From an optimization exercise on the open Yosys and OpenROAD flow, aimed at small area, a short achievable clock period and few clock cycles per item; shortcuts taken in it are not production practice.
Only simulation tests tie the RTL to the original design; equivalence was not proved.
Power figures rest on the tool's default switching activity, not on a simulated workload.

==> flow/design.v <==
module beep_env_div (
  input             clk,
  input             first,    
  input             step,     
  input             cbit,     
  input      [7:0]  d,
  input      [23:0] g,
  input             gbig,
  output reg [7:0]  rem,
  output reg [23:0] qg,
  output reg        sat
);
  reg qb, hstep, hfirst;
  wire [7:0]  rem_in = first ? 8'd0 : rem;
  wire [8:0]  rem_sh = {rem_in, cbit};
  wire [9:0]  diff   = {1'b0, rem_sh} - {2'b0, d};
  wire        qbit   = ~diff[9];
  wire [23:0] qg_in  = hfirst ? 24'd0 : qg;
  wire [24:0] sum    = {qg_in[22:0], 1'b0} + (qb ? {1'b0, g} : 25'd0);
  always @(posedge clk) begin
    hstep  <= step;
    hfirst <= first;
    if (step) begin
      rem <= qbit ? diff[7:0] : rem_sh[7:0];
      qb  <= qbit;
    end
    if (hstep) begin
      qg  <= sum[23:0];
      sat <= (~hfirst & sat) | qg_in[23] | sum[24] | (qb & gbig);
    end
  end
endmodule
module beep_env (
  input             clk,
  input             rst,
  input             start,
  input      [31:0] env,         
  input      [31:0] gain,        
  output reg        ready,
  output reg        done,
  output reg        lut_we,
  output     [7:0]  lut_addr,
  output     [15:0] lut_data
);
  localparam [2:0] P_IDLE = 3'd0,
                   P_INIT = 3'd1,
                   P_RL   = 3'd2,
                   P_SU   = 3'd3,
                   P_DC   = 3'd4,
                   P_AT   = 3'd5;
  localparam [1:0] J_R = 2'd0, J_D = 2'd1, J_A = 2'd2, J_NONE = 2'd3;
  reg [2:0]  ph;
  reg [7:0]  atk, dec, sus, relp;    
  reg [23:0] g;
  reg        gbig;
  reg [8:0]  de;        
  reg        suNE;      
  reg [8:0]  i;         
  reg        last;      
  reg [23:0] acc;       
  reg        asat;      
  reg [23:0] qg;        
  reg        qsat;
  reg [7:0]  rs;        
  reg [7:0]  r;         
  reg        cn;        
  reg [1:0]  uj;        
  reg        ubusy, uval, ufirst;
  reg [3:0]  cnt;
  reg        qd, pr;    
  wire [7:0] sep  = ~relp;
  wire       dcNE = |dec;
  wire       atNE = |atk;
  wire       nA   = |atk[7:1];
  wire [2:0] fin  = atNE ? P_AT : dcNE ? P_DC : suNE ? P_SU : P_RL;
  wire [7:0]  u_rem;
  wire [23:0] u_qg;
  wire        u_sat;
  wire        sbit   = sus[~cnt[2:0]];
  wire        u_cbit = (uj == J_A) | (sbit ^ (uj == J_D));
  wire [7:0]  u_d    = (uj == J_R) ? relp : (uj == J_D) ? dec : atk;
  wire        ustep  = ubusy & ~cnt[3];
  beep_env_div u_div (
    .clk   (clk),
    .first (ufirst),
    .step  (ustep),
    .cbit  (u_cbit),
    .d     (u_d),
    .g     (g),
    .gbig  (gbig),
    .rem   (u_rem),
    .qg    (u_qg),
    .sat   (u_sat)
  );
  wire [7:0] dsel = (ph == P_AT) ? atk : (ph == P_RL && !qd) ? relp : dec;
  wire [8:0] rsum = {1'b0, r} + {1'b0, rs};
  wire [9:0] rdif = {1'b0, rsum} - {2'b0, dsel};
  wire       rc   = ~rdif[9];
  wire [7:0] rnxt = rc ? rdif[7:0] : rsum[7:0];
  wire [25:0] asum = {2'b0, acc} + {2'b0, qg} + (cn ? {2'b0, g} : 26'd0);
  wire        anst = asat | qsat | asum[25] | asum[24] | (cn & gbig);
  reg        adv;       
  reg        enter;     
  reg        fini;      
  reg [2:0]  np;        
  wire [2:0] after_rl = suNE ? P_SU : dcNE ? P_DC : P_AT;
  wire [2:0] after_su = dcNE ? P_DC : P_AT;
  wire       ok_at    = ~nA | uval;
  always @* begin
    adv   = 1'b0;
    enter = 1'b0;
    fini  = 1'b0;
    np    = ph;
    case (ph)
      P_INIT: begin
        np = P_RL;
        enter = 1'b1;
        adv = uval;
      end
      P_RL, P_SU, P_DC, P_AT:
        if (!last) adv = 1'b1;
        else if (ph == fin) fini = 1'b1;
        else begin
          enter = 1'b1;
          np = (ph == P_RL) ? after_rl : (ph == P_SU) ? after_su : P_AT;
          adv = (np == P_SU) | (np == P_DC & pr) | (np == P_AT & ok_at);
        end
      default: ;
    endcase
  end
  wire       x_d    = uval & (uj == J_D) & ((ph == P_SU) | (ph == P_RL & last));
  wire       zero_n = enter & ((np == P_RL) | (np == P_AT));    
  wire       step_n = ~zero_n & ((np == P_RL) | (np == P_DC) | (np == P_AT));
  wire [8:0] i_pm   = (ph == P_AT) ? i + 9'd1 : i - 9'd1;
  reg  [8:0] inx;
  reg        we_n;
  always @* begin
    if (!enter) begin
      inx  = i_pm;
      we_n = (ph == P_RL) ? (i > de) : (ph == P_DC) ? ~(i[8] & |i[7:0]) : 1'b1;
    end else case (np)
      P_RL:    begin inx = 9'd255;           we_n = ~de[8]; end
      P_SU:    begin inx = {1'b0, sep - 8'd1}; we_n = 1'b1; end
      P_DC:    begin inx = de - 9'd1;        we_n = ~(de[8] & |de[7:0]); end
      default: begin inx = 9'd0;             we_n = 1'b1; end
    endcase
  end
  wire [7:0] atm1 = atk - 8'd1;
  reg  [8:0] stop;
  always @* begin
    case (np)
      P_RL:    stop = {1'b0, sep};
      P_SU:    stop = de;
      P_DC:    stop = {1'b0, atk};
      default: stop = {1'b0, atm1};
    endcase
  end
  wire last_n = (inx == stop);
  wire [1:0] ujn = (uj == J_R) ? (dcNE ? J_D : nA ? J_A : J_NONE)
                 : (uj == J_D) ? (nA ? J_A : J_NONE) : J_NONE;
  wire xfer = x_d | (adv & zero_n);    
  assign lut_addr = i[7:0];
  assign lut_data = acc[23:8] | {16{asat}};
  wire [8:0] de_c = {1'b0, atk} + {1'b0, dec};
  always @(posedge clk) begin
    if (ready) begin
      atk  <= env[7:0];
      dec  <= env[15:8];
      sus  <= env[23:16];
      relp <= {env[31:25], env[24] | ~|env[31:25]};
      g    <= gain[23:0];
      gbig <= |gain[31:24];
      uj     <= J_R;
      ubusy  <= 1'b1;
      ufirst <= 1'b1;
      uval   <= 1'b0;
      cnt    <= 4'd0;
      qd     <= 1'b0;
      pr     <= 1'b0;
    end else begin
      if (ph == P_INIT) begin
        de   <= de_c;
        suNE <= de_c < {1'b0, sep};
      end
      if (ubusy) begin
        ufirst <= 1'b0;
        cnt    <= cnt + 4'd1;
        if (cnt == 4'd8) begin
          ubusy <= 1'b0;
          uval  <= 1'b1;
        end
      end
      if (xfer) begin
        qg   <= u_qg;
        qsat <= u_sat;
        rs   <= u_rem;
        uval <= 1'b0;
        uj   <= ujn;
        if (ujn != J_NONE) begin
          ubusy  <= 1'b1;
          ufirst <= 1'b1;
          cnt    <= 4'd0;
        end
      end
      if (x_d) begin
        r  <= dec - 8'd1;
        qd <= 1'b1;
      end else if (qd & ~pr) begin
        r  <= rnxt;
        cn <= rc;
        pr <= 1'b1;
      end
      if (adv) begin
        i      <= inx;
        last   <= last_n;
        if (zero_n) begin
          acc  <= 24'd0;
          asat <= 1'b0;
          r    <= u_rem;
          cn   <= 1'b0;
        end else if (step_n) begin
          acc  <= asum[23:0];
          asat <= anst;
          r    <= rnxt;
          cn   <= rc;
        end
      end
    end
    if (rst) begin
      ph     <= P_IDLE;
      ready  <= 1'b1;
      done   <= 1'b0;
      lut_we <= 1'b0;
    end else if (ready) begin
      done   <= 1'b0;
      lut_we <= 1'b0;
      if (start) begin
        ph    <= P_INIT;
        ready <= 1'b0;
      end
    end else if (fini) begin
      done   <= 1'b1;
      lut_we <= 1'b0;
      ph     <= P_IDLE;
      ready  <= 1'b1;
    end else if (adv) begin
      lut_we <= we_n;
      ph     <= np;
    end
  end
endmodule
==> flow/constraint.sdc <==
create_clock -name core_clock -period 10.0 [get_ports {clk}]
set_input_delay 2.0000 -clock core_clock [delete_from_list [all_inputs] [get_ports {clk}]]
set_output_delay 2.0000 -clock core_clock [all_outputs]
set_load 0.01 [all_outputs]
==> flow/run.sh <==
#!/bin/bash
# synth_recipe.tcl (not shown) runs the flow's synth.tcl, then flattens the netlist and writes it again
# the make line also repeats each setting of config.mk as NAME=value (left out here)
make -C /OpenROAD-flow-scripts/flow DESIGN_CONFIG=/design/flow/config.mk WORK_HOME=/design/flow/orfs CLKGATE_MAP_FILE= SYNTH_SCRIPT=/design/flow/synth_recipe.tcl finish
==> flow/config.mk <==
export PLATFORM = sky130hd
export DESIGN_NAME = beep_env
export DESIGN_NICKNAME = beep_env
export VERILOG_FILES = /design/flow/design.v
export SDC_FILE = /design/flow/constraint.sdc
export NUM_CORES = 4
export LEC_CHECK = 0
export ABC_CLOCK_PERIOD_IN_PS = 1500
export CAP_MARGIN = 20
export CORE_MARGIN = 2
export CORE_UTILIZATION = 40
export PLACE_DENSITY = 0.6
export SETUP_SLACK_MARGIN = 5
export SLEW_MARGIN = 20
==> Flow_metrics.wiki, run 1 <==
{| class="wikitable"
! Metric !! Value
|-
| Power density cells || 125 nW/um2
|-
| Final setup violating endpoints || 0
|-
| Total power draw || 1990 uW
|-
| Synthesis-to-layout area growth || 14.5%
|-
| Die Wd || 190 um
|-
| Residual DRC || 0
|-
| Endpoint class of the critical path || flip-flop
|-
| Synthesis warning total || 2
|-
| Leakage || 0.00616 uW
|-
| Initial antenna violation count || 0
|-
| Via count of the first global-routing pass || 10300
|-
| Setup TNS after final layout || 0 ns
|-
| Worst path slowest cell || edfxtp_1
|-
| Final Hold Vio Count || 0
|-
| Number of standard cells in the final layout excluding fillers || 1871
|-
| Critical Path Source Type || flip-flop
|-
| Die ar. || 36200 um2
|-
| Routability congestion estimate || 0.891
|-
| Placeable core region || 34400 um2
|-
| Later-pin clock latency in the skew report || 0.46 ns
|-
| Area of the mapped netlist || 13900 um2
|-
| Clock transition at the register clock pins on the worst setup and hold paths after CTS || 0.08 ns
|-
| Result of the run || finished clean
|-
| Share of power burned in the clock network || 34.9%
|-
| EDFF count, synth || 178
|-
| Final critical-path setup slack || 5.39 ns
|-
| Maximum fanout along the worst path || 26
|-
| Largest net degree at the start of global routing || 59
|-
| DIE HEIGHT || 190 um
|-
| Effective utilization at floorplan || 40.3%
|-
| Worst Path Class, Setup || flip-flop to flip-flop
|-
| Vias || 10400
|-
| Slew at the pin with the worst max-slew slack || 0.944 ns
|-
| Longest Clk Path Bufs || 2
|-
| Part of the power in combinational logic || 16.0%
|-
| Fmax || 0.217 GHz
|-
| Number of synthesized register bits || 197
|-
| Global-route wire length before repair || 56500 um
|-
| Number of placed I/O pins || 94
|-
| Net switching power || 549 uW
|-
| Hold Path Class || flip-flop to flip-flop
|-
| Post-Syn Nets || 1527
|-
| Sequential fraction of design power || 49.1%
|-
| Number of levels in the clock H-tree || 4
|-
| Fin nets || 1608
|-
| Shortest clock period the worst path allows after layout || 4.61 ns
|-
| Ratio of routed vias to standard cells || 5.55
|-
| Number of unique standard cell types used by synthesis || 87
|-
| Cell breakdown of the critical path || and2_1 -> fa_1 -> ha_1 -> a21oi_1 -> o211ai_1 -> nor4_1 -> o41a_1 -> a21oi_1 -> a2111oi_0 -> o21ai_0 -> o41ai_1 -> a211oi_1
|-
| Slew Viols, Final || 0
|-
| Post-detailed-route count of antenna-violating nets || 0
|-
| TritonCTS clock tree || yes
|-
| Peak supply drop || 123 uV
|-
| Max-cap viol count || 0
|-
| DRT Pass-1 Iters || 5
|-
| Final period utilization || 46.1%
|-
| Post-Syn Area per Cell || 10.5 um2
|-
| Signal arrival time at the worst endpoint || 4.81 ns
|-
| Routed length per instance || 19.0 um
|-
| Worst Setup Slack post-DPL || 5.00 ns
|-
| Drt initial violations || 791
|-
| # placed instances || 1838
|-
| Cell internal pwr || 1440 uW
|-
| Antenna diodes || 0
|-
| Clock Root Buffer || clkbuf_16
|-
| Post-route worst hold slack || 0.444 ns
|-
| Post-CTS setup repair buffer count || 0
|-
| Synthesized instance count || 1322
|-
| HPWL Detailed || 26700 um
|-
| Routed Wire Length || 35500 um
|-
| Switching Share || 27.6%
|-
| Post-synth ARST share || 0%
|-
| Total GRT Usage || 20.2%
|-
| Most instantiated flip-flop cell in the synthesis netlist || edfxtp_1
|-
| Total clock buffers created by CTS || 17
|-
| Required time of the critical path || 10.19 ns
|-
| Rel. slew slack || 36.8%
|-
| Sequential cell area fraction in the yosys report || 41.3%
|-
| RSZ-0062 raised after global routing || false
|-
| Slowest stage delay, CP || 0.96 ns
|-
| Aggregate global routing overflow || 0
|-
| Share of layout cells above drive strength 1 || 7.63%
|-
| Standard-cell rows || 68
|-
| CP dominant cell by count || a21oi_1
|-
| Number of buffer cells added on primary ports || 93
|-
| Number of clock sinks || 197
|-
| Clock skew after layout || 0.0122 ns
|}
-- per-layer routing --
metal  vias to the layer above  GRT usage, %  wire length [um]  share of wire, %
li1                       5020             -                 -                 -
met4                         0          6.35               742               2.1
met3                        37          3.21              2090               5.9
met1                      5019          28.6             16600                47
met2                       311          31.8             16100                45
met5                         -             0                 0                 0
-- synthesized netlist by cell type, types with 7 or more instances --
| master | n | area [um2] |
|---|---|---|
| a211oi_1 | 10 | 75.1 |
| ha_1 | 107 | 1340 |
| xor2_1 | 26 | 228 |
| mux2_2 | 9 | 101 |
| nor2_1 | 119 | 447 |
| dfxtp_1 | 19 | 380 |
| o21ai_0 | 60 | 300 |
| nand2b_1 | 20 | 125 |
| nor3_1 | 30 | 150 |
| o21bai_1 | 8 | 60.1 |
| mux2i_1 | 25 | 250 |
| fa_1 | 31 | 621 |
| o21a_1 | 24 | 180 |
| a21oi_1 | 77 | 385 |
| a22oi_1 | 9 | 67.6 |
| nor2b_1 | 50 | 313 |
| xnor2_1 | 61 | 534 |
| edfxtp_1 | 178 | 5350 |
| a21o_1 | 20 | 150 |
| clkbuf_1 | 24 | 90.1 |
| or3_1 | 13 | 81.3 |
| nor4_1 | 11 | 68.8 |
| buf_4 | 10 | 75.1 |
| o22ai_1 | 7 | 43.8 |
| a21boi_0 | 10 | 75.1 |
| and2_1 | 54 | 338 |
| nand2_1 | 63 | 236 |
| nand4_1 | 9 | 56.3 |
| or2_2 | 21 | 131 |
| inv_1 | 59 | 221 |
| o211ai_1 | 7 | 52.6 |
| nand3_1 | 29 | 145 |
-- power groups by stage --
| stage | combinational, uW | clock, uW | sequential, uW |
|---|---|---|---|
| after floorplan | 224 | 0 | 976 |
| after global placement | 309 | 0 | 994 |
| after detailed placement | 315 | 0 | 995 |
| after CTS | 317 | 718 | 976 |
| after global routing | 357 | 743 | 981 |
| final | 318 | 695 | 977 |
-- final timing paths --
kind / startpoint / end / slack [ns] / cells after the start
setup / recovery: cn / asat / 5.39 / 12
hold / removal: u_div.qg[9] / qg[9] / 0.44 / 0
setup reg to reg: cn / asat / 5.39 / 12
hold reg to reg: u_div.qg[9] / qg[9] / 0.44 / 0
-- cell families after synthesis --
family                   count (synthesis)  synth area share [%]
adder cells (fa/ha/maj)                138                  14.1
XOR/XNOR                                87                  5.49
multiplexers                            39                  3.10
AO/OA/AOI/OAI                          315                  15.8
buffers and inverters                  100                  3.03
AND/OR/NAND/NOR                        446                  17.1
flip-flops                             197                  41.3
-- registers in the layout, indices dropped and copies added (netlist names), 2 cells and up --
register,count
sus,8
r,8
ph,3
qg,24
de,9
u_div.rem,8
rs,8
u_div.qg,24
dec,8
relp,8
acc,24
g,24
cnt,4
uj,2
i,9
atk,8
-- final cells by class --
type	count	area, um2
fillers	3253	18500
multi-input cells	1025	7750
flip-flops and latches	197	5730
repair buffers	103	1030
well taps	455	569
clock buffers	18	439
inverters	59	225
clock inverters	14	143
-- cells in the final DEF (no fill, tap or decap), types with 13 or more instances in the layout --
cell	Yosys	final
or2_2	21	21
ha_1	107	107
nor2_1	119	116
edfxtp_1	178	178
fa_1	31	31
nand2_1	63	62
o21a_1	24	24
xnor2_1	61	61
mux2i_1	25	25
a21oi_1	77	76
nand3_1	29	29
clkbuf_16	0	17
o21ai_0	60	60
clkdlybuf4s50_1	0	93
nor2b_1	50	50
nand2b_1	20	20
nor3_1	30	30
dfxtp_1	19	18
and2_1	54	54
a21o_1	20	20
inv_1	59	58
or3_1	13	13
xor2_1	26	26
-- worst max-delay path, delay by kind of cell, from the launching register on --
family | cells | cell delay, ns
DFF | 1 | 0.96
and+or+nand+nor | 2 | 0.51
adders and majority gates | 2 | 0.74
AOI/OAI and AO/OA | 8 | 2.14
-- per-stage QoR --
step,util [%],cell area (um2)
after floorplan,-,13900
after CTS,46.1,15800
final,46.2,15900
after global routing,46.2,15900
after global placement,44.4,15300
after detailed placement,44.4,15300
-- timing repair --
action / CTS / global route
gates resized for setup: 1 / 4
hold buffers: 0 / 0
setup endpoints to repair: 1 / 7
Testbench counts, summed over its fixed seeds: cycles 25,641, builds 96.
==> run 2: changes to the inputs <==
--- a/flow/config.mk
+++ b/flow/config.mk
@@ -5,7 +5,7 @@
 export SDC_FILE = /design/flow/constraint.sdc
 export NUM_CORES = 4
 export LEC_CHECK = 0
-export ABC_CLOCK_PERIOD_IN_PS = 1500
+export ABC_CLOCK_PERIOD_IN_PS = 3000
 export CAP_MARGIN = 20
 export CORE_MARGIN = 2
 export CORE_UTILIZATION = 40
==> run 2 against run 1 <==
  * Clock power about the same
  * Die area unchanged
  * Fmax stayed put
  * Non-clock buffer count is the same
  * Largest cell class unchanged
  * Via count did not move
  * Routed wire length unchanged
  * Register-to-register slack about the same
  * Still clean on timing, DRC and antenna
  * Highest routed layer unchanged
==> Flow_metrics.wiki, run 2 <==
{| class="wikitable"
! Metric !! Value
|-
| Slew at the pin with the worst max-slew slack || 0.944 ns (unchanged)
|-
| Clock skew after layout || 0.0122 ns (unchanged)
|-
| Worst path slowest cell || edfxtp_1 (unchanged)
|-
| Area of the mapped netlist || 13900 um2 (unchanged)
|-
| Post-Syn Nets || 1527 (unchanged)
|-
| Fin nets || 1608 (unchanged)
|-
| Residual DRC || 0 (unchanged)
|-
| Library cell with the largest summed area after synthesis || edfxtp_1 (unchanged)
|-
| Hold Path Class || flip-flop to flip-flop (unchanged)
|-
| DIE HEIGHT || 190 um (unchanged)
|-
| RSZ-0062 raised after global routing || false (unchanged)
|-
| Largest net degree at the start of global routing || 59 (unchanged)
|-
| Die ar. || 36200 um2 (unchanged)
|-
| Rel. slew slack || 36.8% (unchanged)
|-
| Most common library cell in the layout ignoring fill and taps || edfxtp_1 (unchanged)
|-
| Slowest stage delay, CP || 0.96 ns (about the same)
|-
| Drt initial violations || 791 (unchanged)
|-
| EDFF count, synth || 178 (unchanged)
|-
| Final Hold Vio Count || 0 (unchanged)
|-
| Number of clock sinks || 197 (unchanged)
|-
| Number of placed I/O pins || 94 (unchanged)
|-
| Die Wd || 190 um (unchanged)
|-
| Synth cell count leaders || edfxtp_1 (178), nor2_1 (119), ha_1 (107), a21oi_1 (77), nand2_1 (63) (unchanged)
|-
| Ratio of routed vias to standard cells || 5.55 (unchanged)
|-
| Power density cells || 125 nW/um2 (unchanged)
|-
| Maximum fanout along the worst path || 26 (unchanged)
|-
| Aggregate global routing overflow || 0 (unchanged)
|-
| Post-synth ARST share || 0% (unchanged)
|-
| Standard-cell rows || 68 (unchanged)
|-
| Initial antenna violation count || 0 (unchanged)
|-
| Launch instance of the worst min-delay path || u_div.qg[9] (unchanged)
|-
| Effective utilization at floorplan || 40.3% (unchanged)
|-
| Post-detailed-route count of antenna-violating nets || 0 (unchanged)
|-
| Leakage || 0.00616 uW (unchanged)
|-
| Shortest clock period the worst path allows after layout || 4.61 ns (unchanged)
|-
| Synth top area cells || edfxtp_1 (39%), ha_1 (9.7%), fa_1 (4.5%), xnor2_1 (3.9%), nor2_1 (3.2%) (unchanged)
|-
| Required time of the critical path || 10.19 ns (about the same)
|-
| Combined buffer and inverter count along the critical path || 0 (unchanged)
|-
| Synthesized instance count || 1322 (unchanged)
|-
| Routability congestion estimate || 0.891 (unchanged)
|-
| Signal arrival time at the worst endpoint || 4.81 ns (about the same)
|-
| Longest Clk Path Bufs || 2 (unchanged)
|-
| Total GRT Usage || 20.2% (unchanged)
|-
| Cell breakdown of the critical path || and2_1 -> fa_1 -> ha_1 -> a21oi_1 -> o211ai_1 -> nor4_1 -> o41a_1 -> a21oi_1 -> a2111oi_0 -> o21ai_0 -> o41ai_1 -> a211oi_1 (unchanged)
|-
| Total power draw || 1990 uW (unchanged)
|-
| CP dominant cell by count || a21oi_1 (unchanged)
|-
| Clock transition at the register clock pins on the worst setup and hold paths after CTS || 0.08 ns (about the same)
|-
| Slew Viols, Final || 0 (unchanged)
|-
| Most numerous cell in the Yosys netlist || edfxtp_1 (unchanged)
|-
| Placeable core region || 34400 um2 (unchanged)
|-
| Count of fill cells added during filler insertion || 3253 (unchanged)
|-
| Portion of synthesized cell area occupied by the leading cell type || 38.5% (unchanged)
|-
| Critical Path Source Type || flip-flop (unchanged)
|-
| Footprint of the multi-input gates || 7750 um2 (unchanged)
|-
| Peak supply drop || 123 uV (unchanged)
|-
| Final setup violating endpoints || 0 (unchanged)
|-
| Post-CTS setup repair buffer count || 0 (unchanged)
|-
| # hold bufs at CTS || 0 (unchanged)
|-
| Final period utilization || 46.1% (unchanged)
|-
| Synthesis warning total || 2 (unchanged)
|-
| Sequential cell area || 5730 um2 (unchanged)
|-
| Routed Wire Length || 35500 um (unchanged)
|-
| Number of buffer cells added on primary ports || 93 (unchanged)
|-
| Synthesis-to-layout area growth || 14.5% (unchanged)
|-
| Leading cell types in the layout, fill and taps excluded || edfxtp_1 (178), nor2_1 (116), ha_1 (107), clkdlybuf4s50_1 (93), a21oi_1 (76) (unchanged)
|-
| Number of levels in the clock H-tree || 4 (unchanged)
|-
| Worst Path Class, Setup || flip-flop to flip-flop (unchanged)
|-
| Launching element of the worst setup path || cn (unchanged)
|-
| Post-Syn Area per Cell || 10.5 um2 (unchanged)
|-
| Later-pin clock latency in the skew report || 0.46 ns (about the same)
|-
| Vias || 10400 (unchanged)
|-
| Setup TNS after final layout || 0 ns (unchanged)
|-
| Number of synthesized register bits || 197 (unchanged)
|-
| Result of the run || finished clean (unchanged)
|-
| Setup slack of the most critical reg-to-reg path || 5.39 ns (about the same)
|-
| Via count of the first global-routing pass || 10300 (unchanged)
|-
| Hold-critical path depth || 0 (unchanged)
|-
| Clock Root Buffer || clkbuf_16 (unchanged)
|-
| Antenna diodes || 0 (unchanged)
|-
| Fmax || 0.217 GHz (unchanged)
|-
| Gate family responsible for the most delay along the worst path || compound AO/OA/AOI/OAI gates (unchanged)
|-
| HPWL Detailed || 26700 um (unchanged)
|-
| Share of layout cells above drive strength 1 || 7.63% (unchanged)
|-
| Endpoint class of the critical path || flip-flop (unchanged)
|-
| Number of unique standard cell types used by synthesis || 87 (unchanged)
|-
| Critical register-to-register path startpoint || cn (unchanged)
|-
| Hold Crit Endpoint || qg[9] (unchanged)
|-
| Sequential cell area fraction in the yosys report || 41.3% (unchanged)
|-
| Max-cap viol count || 0 (unchanged)
|-
| DRT Pass-1 Iters || 5 (unchanged)
|-
| Most instantiated flip-flop cell in the synthesis netlist || edfxtp_1 (unchanged)
|-
| Endpoint of the lowest-slack register-to-register path || asat (unchanged)
|-
| Total clock buffers created by CTS || 17 (unchanged)
|-
| Count of cells along the worst register-to-register path || 12 (unchanged)
|-
| Global-route wire length before repair || 56500 um (unchanged)
|-
| Routed length per instance || 19.0 um (unchanged)
|-
| Post-layout util || 46.2% (unchanged)
|-
| TritonCTS clock tree || yes (unchanged)
|}
-- run 2: cell counts after synthesis --
No cell type changed its count.
-- run 2: metrics by stage --
| stage | hold slack [ns] | instance area (um2) | setup WS (ns) | instances |
|---|---|---|---|---|
| 2_1_floorplan | 0.418 | 13900 | 5.57 | 1322 |
| 3_3_place_gp | 0.424 | 15300 | 5.18 | 1838 |
| 3_5_place_dp | 0.428 | 15300 | 5.00 | 1838 |
| 4_1_cts | 0.445 | 15800 | 5.11 | 1870 |
| 5_1_grt | 0.460 | 15900 | 5.00 | 1871 |
| 6_report | 0.444 | 15900 | 5.39 | 1871 |
-- run 2: metal layers --
layer	routed length, um	GRT usage [%]
met1	16600	28.6
met2	16100	31.8
met3	2090	3.21
met4	742	6.35
met5	0	0
-- run 2: layout make-up --
class | count | share of cell area (%)
clock inverter | 14 | 0.898
multi-input combinational | 1025 | 48.8
clock buffer | 18 | 2.77
tap | 455 | 3.58
timing repair buffer | 103 | 6.46
inverter | 59 | 1.42
sequential | 197 | 36.1
-- run 2: what timing repair did --
item,4_1_cts,5_1_grt
gates resized for setup,1,4
setup endpoints to repair,1,7
endpoints found under the hold margin,0,0
cloned,0,0
-- run 2: cell families after synthesis --
group	Yosys count	synth area share [%]
AND/OR/NAND/NOR	446	17.1
AO/OA/AOI/OAI	315	15.8
flip-flops	197	41.3
adder cells (fa/ha/maj)	138	14.1
buffers and inverters	100	3.03
XOR/XNOR	87	5.49
multiplexers	39	3.10
-- run 2: report_power, final --
group / internal [uW] / switching (uW) / total [uW] / leakage [uW]
Clock: 358 / 338 / 695 / 0.000291
Sequential: 935 / 42.4 / 977 / 0.00194
Combinational: 148 / 169 / 318 / 0.00392
-- run 2: how the worst max path moves through the flow --
stage	to	slack, ns	depth (start not counted)
finish	asat	5.39	12
global route	asat	5.00	12
CTS	r[5]	5.11	15
detailed placement	r[1]	5.00	15
global placement	r[1]	5.18	15
floorplan	r[6]	5.57	19
==> run 3: changes to the inputs <==
==> flow/flow/run.sh (new file) <==
#!/bin/bash
set -euo pipefail
export SETUP_SLACK_MARGIN=${MARGIN:-7}
bash standard.sh > standard_flow.log 2>&1
==> flow/standard.sh (new file) <==
#!/bin/bash
# synth_recipe.tcl (not shown) runs the flow's synth.tcl, then flattens the netlist and writes it again
# the make line also repeats each setting of config.mk as NAME=value (left out here)
make -C /OpenROAD-flow-scripts/flow DESIGN_CONFIG=/design/flow/config.mk WORK_HOME=/design/flow/orfs CLKGATE_MAP_FILE= SYNTH_SCRIPT=/design/flow/synth_recipe.tcl "${@:-finish}"
==> flow/config.mk (replaced) <==
export PLATFORM = sky130hd
export DESIGN_NAME = beep_env
export DESIGN_NICKNAME = beep_env
export VERILOG_FILES = /design/flow/design.v
export SDC_FILE = /design/flow/constraint.sdc
export NUM_CORES = 4
export LEC_CHECK = 0
export CAP_MARGIN = 20
export CORE_MARGIN = 2
export CORE_UTILIZATION = 40
export PLACE_DENSITY = 0.6
export SLEW_MARGIN = 20
removed: flow/run.sh
==> run 3 against run 2 <==
  * Still clean
  * Design area grew 20%
  * Clock power down 0.9%
  * Count of clock-buffer cells in the layout up 3
  * Global-route usage grew 2.6 points
  * Sequential cell count did not move
  * Non-clock buffer count is 188 higher
  * Final cell count is 10% higher
  * Combinational power is 45% higher
  * Clock skew rose by 0.0045 ns
  * Hold slack improved by 0.0037 ns
  * Die area stayed put
  * Synthesized area is the same
  * Critical path type is now flip-flop to output port
  * Critical endpoint is now lut_data[14]
  * Largest cell class unchanged
==> Flow_metrics.wiki, run 3 <==
{| class="wikitable"
! Metric !! Value
|-
| Number of levels in the clock H-tree || 4 (unchanged)
|-
| Critical Path Source Type || flip-flop (unchanged)
|-
| Routability congestion estimate || 0.897 (was 0.891)
|-
| DRT Pass-1 Iters || 7 (was 5)
|-
| Cell internal pwr || 1510 uW (was 1440 uW)
|-
| Standard-cell rows || 68 (unchanged)
|-
| Drt initial violations || 864 (was 791)
|-
| Initial antenna violation count || 0 (unchanged)
|-
| Final design instance area without fill || 19000 um2 (was 15900 um2)
|-
| Sequential fraction of design power || 45.8% (was 49.1%)
|-
| Fin nets || 1803 (was 1608)
|-
| Peak supply drop || 121 uV (was 123 uV)
|-
| Antenna diodes || 0 (unchanged)
|-
| Most instantiated flip-flop cell in the synthesis netlist || edfxtp_1 (unchanged)
|-
| # placed instances || 1833 (was 1838)
|-
| Largest net degree at the start of global routing || 56 (was 59)
|-
| Leakage || 0.00747 uW (was 0.00616 uW)
|-
| Number of clock sinks || 197 (unchanged)
|-
| HPWL Detailed || 27200 um (was 26700 um)
|-
| Most common library cell in the layout ignoring fill and taps || edfxtp_1 (unchanged)
|-
| Critical register-to-register path startpoint || cn (unchanged)
|-
| Final setup violating endpoints || 0 (unchanged)
|-
| Max-cap viol count || 0 (unchanged)
|-
| Synth cell count leaders || edfxtp_1 (178), nor2_1 (119), ha_1 (107), a21oi_1 (77), nand2_1 (63) (unchanged)
|-
| Hold Path Class || flip-flop to flip-flop (unchanged)
|-
| Count of fill cells added during filler insertion || 2924 (was 3253)
|-
| Most numerous cell in the Yosys netlist || edfxtp_1 (unchanged)
|-
| Number of synthesized register bits || 197 (unchanged)
|-
| Total clock buffers created by CTS || 17 (unchanged)
|-
| Global-route wire length before repair || 63500 um (was 56500 um)
|-
| Rel. slew slack || 37.7% (was 36.8%)
|-
| Library cell with the largest summed area after synthesis || edfxtp_1 (unchanged)
|-
| Aggregate global routing overflow || 0 (unchanged)
|-
| Setup TNS after final layout || 0 ns (unchanged)
|-
| Ratio of routed vias to standard cells || 5.56 (was 5.55)
|-
| Slew Viols, Final || 0 (unchanged)
|-
| EDFF count, synth || 178 (unchanged)
|-
| Clock Root Buffer || clkbuf_16 (unchanged)
|-
| Signal arrival time at the worst endpoint || 1.75 ns (was 4.81 ns)
|-
| RSZ-0062 raised after global routing || true (was false)
|-
| Fmax || 0.266 GHz (was 0.217 GHz)
|-
| Result of the run || finished clean (unchanged)
|-
| Synthesis-to-layout area growth || 37.0% (was 14.5%)
|-
| Post-detailed-route count of antenna-violating nets || 0 (unchanged)
|-
| Number of placed I/O pins || 94 (unchanged)
|-
| Via count of the first global-routing pass || 11600 (was 10300)
|-
| Later-pin clock latency in the skew report || 0.47 ns (was 0.46 ns)
|-
| Leading cell types in the layout, fill and taps excluded || edfxtp_1 (178), buf_4 (135), nor2_1 (95), ha_1 (88), clkdlybuf4s50_1 (66) (was edfxtp_1 (178), nor2_1 (116), ha_1 (107), clkdlybuf4s50_1 (93), a21oi_1 (76))
|-
| Effective utilization at floorplan || 40.3% (unchanged)
|-
| Slew at the pin with the worst max-slew slack || 0.930 ns (was 0.944 ns)
|-
| Post-Syn Area per Cell || 10.5 um2 (unchanged)
|-
| Share of layout cells above drive strength 1 || 31.0% (was 7.63%)
|-
| Longest Clk Path Bufs || 2 (unchanged)
|-
| Sequential cell area fraction in the yosys report || 41.3% (unchanged)
|-
| Number of unique standard cell types used by synthesis || 87 (unchanged)
|-
| Post-Syn Nets || 1527 (unchanged)
|-
| DIE HEIGHT || 190 um (unchanged)
|-
| Shortest clock period the worst path allows after layout || 3.75 ns (was 4.61 ns)
|-
| Worst Path Class, Setup || flip-flop to output port (was flip-flop to flip-flop)
|-
| Portion of synthesized cell area occupied by the leading cell type || 38.5% (unchanged)
|-
| Part of the power in combinational logic || 21.7% (was 16.0%)
|-
| Synthesis warning total || 2 (unchanged)
|-
| Number of buffer cells added on primary ports || 93 (unchanged)
|-
| Setup slack of the most critical reg-to-reg path || 6.31 ns (was 5.39 ns)
|-
| Final period utilization || 37.5% (was 46.1%)
|-
| Total GRT Usage || 22.8% (was 20.2%)
|-
| Endpoint of the lowest-slack register-to-register path || acc[23] (was asat)
|-
| Maximum fanout along the worst path || 4 (was 26)
|-
| Number of standard cells in the final layout excluding fillers || 2066 (was 1871)
|-
| TritonCTS clock tree || yes (unchanged)
|-
| Residual DRC || 0 (unchanged)
|-
| Routed Wire Length || 41500 um (was 35500 um)
|-
| Final Hold Vio Count || 0 (unchanged)
|-
| Power density cells || 112 nW/um2 (was 125 nW/um2)
|-
| Switching Share || 28.9% (was 27.6%)
|-
| Synth top area cells || edfxtp_1 (39%), ha_1 (9.7%), fa_1 (4.5%), xnor2_1 (3.9%), nor2_1 (3.2%) (unchanged)
|-
| Endpoint class of the critical path || output port (was flip-flop)
|-
| Worst setup path endpoint || lut_data[14] (was asat)
|-
| Die Wd || 190 um (unchanged)
|-
| Post-layout util || 55.3% (was 46.2%)
|-
| Launching element of the worst setup path || asat (was cn)
|-
| Vias || 11500 (was 10400)
|-
| Post-synth ARST share || 0% (unchanged)
|-
| Clock transition at the register clock pins on the worst setup and hold paths after CTS || 0.08 ns (about the same)
|-
| Clock skew after layout || 0.0167 ns (was 0.0122 ns)
|-
| Count of cells along the worst register-to-register path || 15 (was 12)
|-
| Area of the mapped netlist || 13900 um2 (unchanged)
|-
| Die ar. || 36200 um2 (unchanged)
|-
| Placed standard-cell area || 15400 um2 (was 15300 um2)
|-
| Net switching power || 611 uW (was 549 uW)
|-
| Synthesized instance count || 1322 (unchanged)
|-
| Share of power burned in the clock network || 32.5% (was 34.9%)
|-
| Placeable core region || 34400 um2 (unchanged)
|-
| Required time of the critical path || 8.00 ns (was 10.19 ns)
|-
| Routed length per instance || 20.1 um (was 19.0 um)
|}
run 3: cell types whose count changed in the layout (fill, tap and decap cells not counted), sizes merged:
cell           before  now
inv                65   63
a21oi              80   82
clkbuf             18   29
nand2              65   67
buf                10  216
bufinv              1    0
clkinvlp            1    3
bufbuf              0    1
clkinv              6    4
nor2              119  121
nand3              29   30
clkdlybuf4s50      93   66
run 3: layout make-up:
class	instances	area [um2]	area share [%]
Clock buffer	21	470	2.48
Clock inverter	11	93.8	0.494
Inverter	59	230	1.21
Multi-Input combinational cell	1032	9070	47.7
Sequential cell	197	5750	30.3
Tap cell	455	569	3.00
Timing Repair Buffer	291	2810	14.8
run 3: worst min path at each step:
stage | endpoint | startpoint | cells past startpoint | slack (ns)
6_report | qg[20] | u_div.qg[20] | 0 | 0.45
5_1_grt | qg[20] | u_div.qg[20] | 0 | 0.46
3_5_place_dp | qg[19] | u_div.qg[19] | 0 | 0.42
4_1_cts | qg[20] | u_div.qg[20] | 0 | 0.44
2_1_floorplan | qg[0] | u_div.qg[0] | 0 | 0.42
3_3_place_gp | qg[0] | u_div.qg[0] | 0 | 0.43
run 3: repair_timing:
item	4_1_cts	5_1_grt
hold buffers	0	0
buffers inserted	140	47
endpoints found under the setup margin	173	155
pin swaps	88	80
cloned	8	6
gates resized for setup	222	192
hold endpoints to repair	0	0
run 3: power by group through the flow:
stage / sequential (uW) / combinational [uW] / clock (uW)
CTS: 969 / 407 / 701
global placement: 995 / 323 / 0
finish: 970 / 460 / 689
floorplan: 976 / 237 / 0
global route: 973 / 501 / 728
detailed placement: 995 / 328 / 0
run 3: layer usage:
metal / part of all wire, % / track usage [%]
met5: 0 / 0
met4: 3.5 / 9.45
met3: 6.6 / 3.91
met2: 48 / 37.8
met1: 42 / 29.5
run 3: critical path, cell delays in order, from the launching register on:
cell and delay (ns):
edfxtp_1 0.53, buf_8 0.19, buf_4 0.13, or2_2 0.30
clkbuf_2 0.13
run 3: logic make-up after synthesis:
family	count (synthesis)	share of synthesized area [%]
AND/OR/NAND/NOR	446	17.1
AO/OA/AOI/OAI	315	15.8
flip-flops	197	41.3
adder cells (fa/ha/maj)	138	14.1
buffers and inverters	100	3.03
XOR/XNOR	87	5.49
multiplexers	39	3.10
run 3: per-stage QoR:
stage          power [uW]  hold slack [ns]  setup WS, ns
2_1_floorplan        1210            0.418          6.50
3_3_place_gp         1320            0.429          5.64
3_5_place_dp         1320            0.423          5.48
4_1_cts              2080            0.444          6.34
5_1_grt              2200            0.458          6.16
6_report             2120            0.447          6.25

-- separate check: timing with driven ports --
The results above use ideal ports. As a check the final layouts listed here were re-extracted and re-timed, cells and wires unchanged.
Step 1, drivers: a clkbuf_16 drives clk and a buf_2 each remaining input, both assumed.
Step 2 adds t to the input delays and takes it off the output delays; t is the mean of the earliest and latest rising clock arrival at the registers after step 1. Input paths then give back, and output paths get back, about the clock's delay inside the block.
Slacks: no drivers / after step 1 / after step 2; pairs: no drivers / after step 1.
| run | t (ns) | setup slack, ns | hold WS [ns] | worst slew at a driven data input, ns | pins driven straight from the clock port |
|---|---|---|---|---|---|
| run 1 | 0.500 | 5.387 / 5.387 / 5.387 | 0.444 / 0.444 / 0.444 | 0.04 | 1 |
| run 2 | 0.500 | 5.387 / 5.387 / 5.387 | 0.444 / 0.444 / 0.444 | 0.04 | 1 |
| run 3 | 0.511 | 6.247 / 6.194 / 6.314 | 0.447 / 0.447 / 0.447 | 0.04 | 1 |
After both steps setup and hold are still met in every run listed.
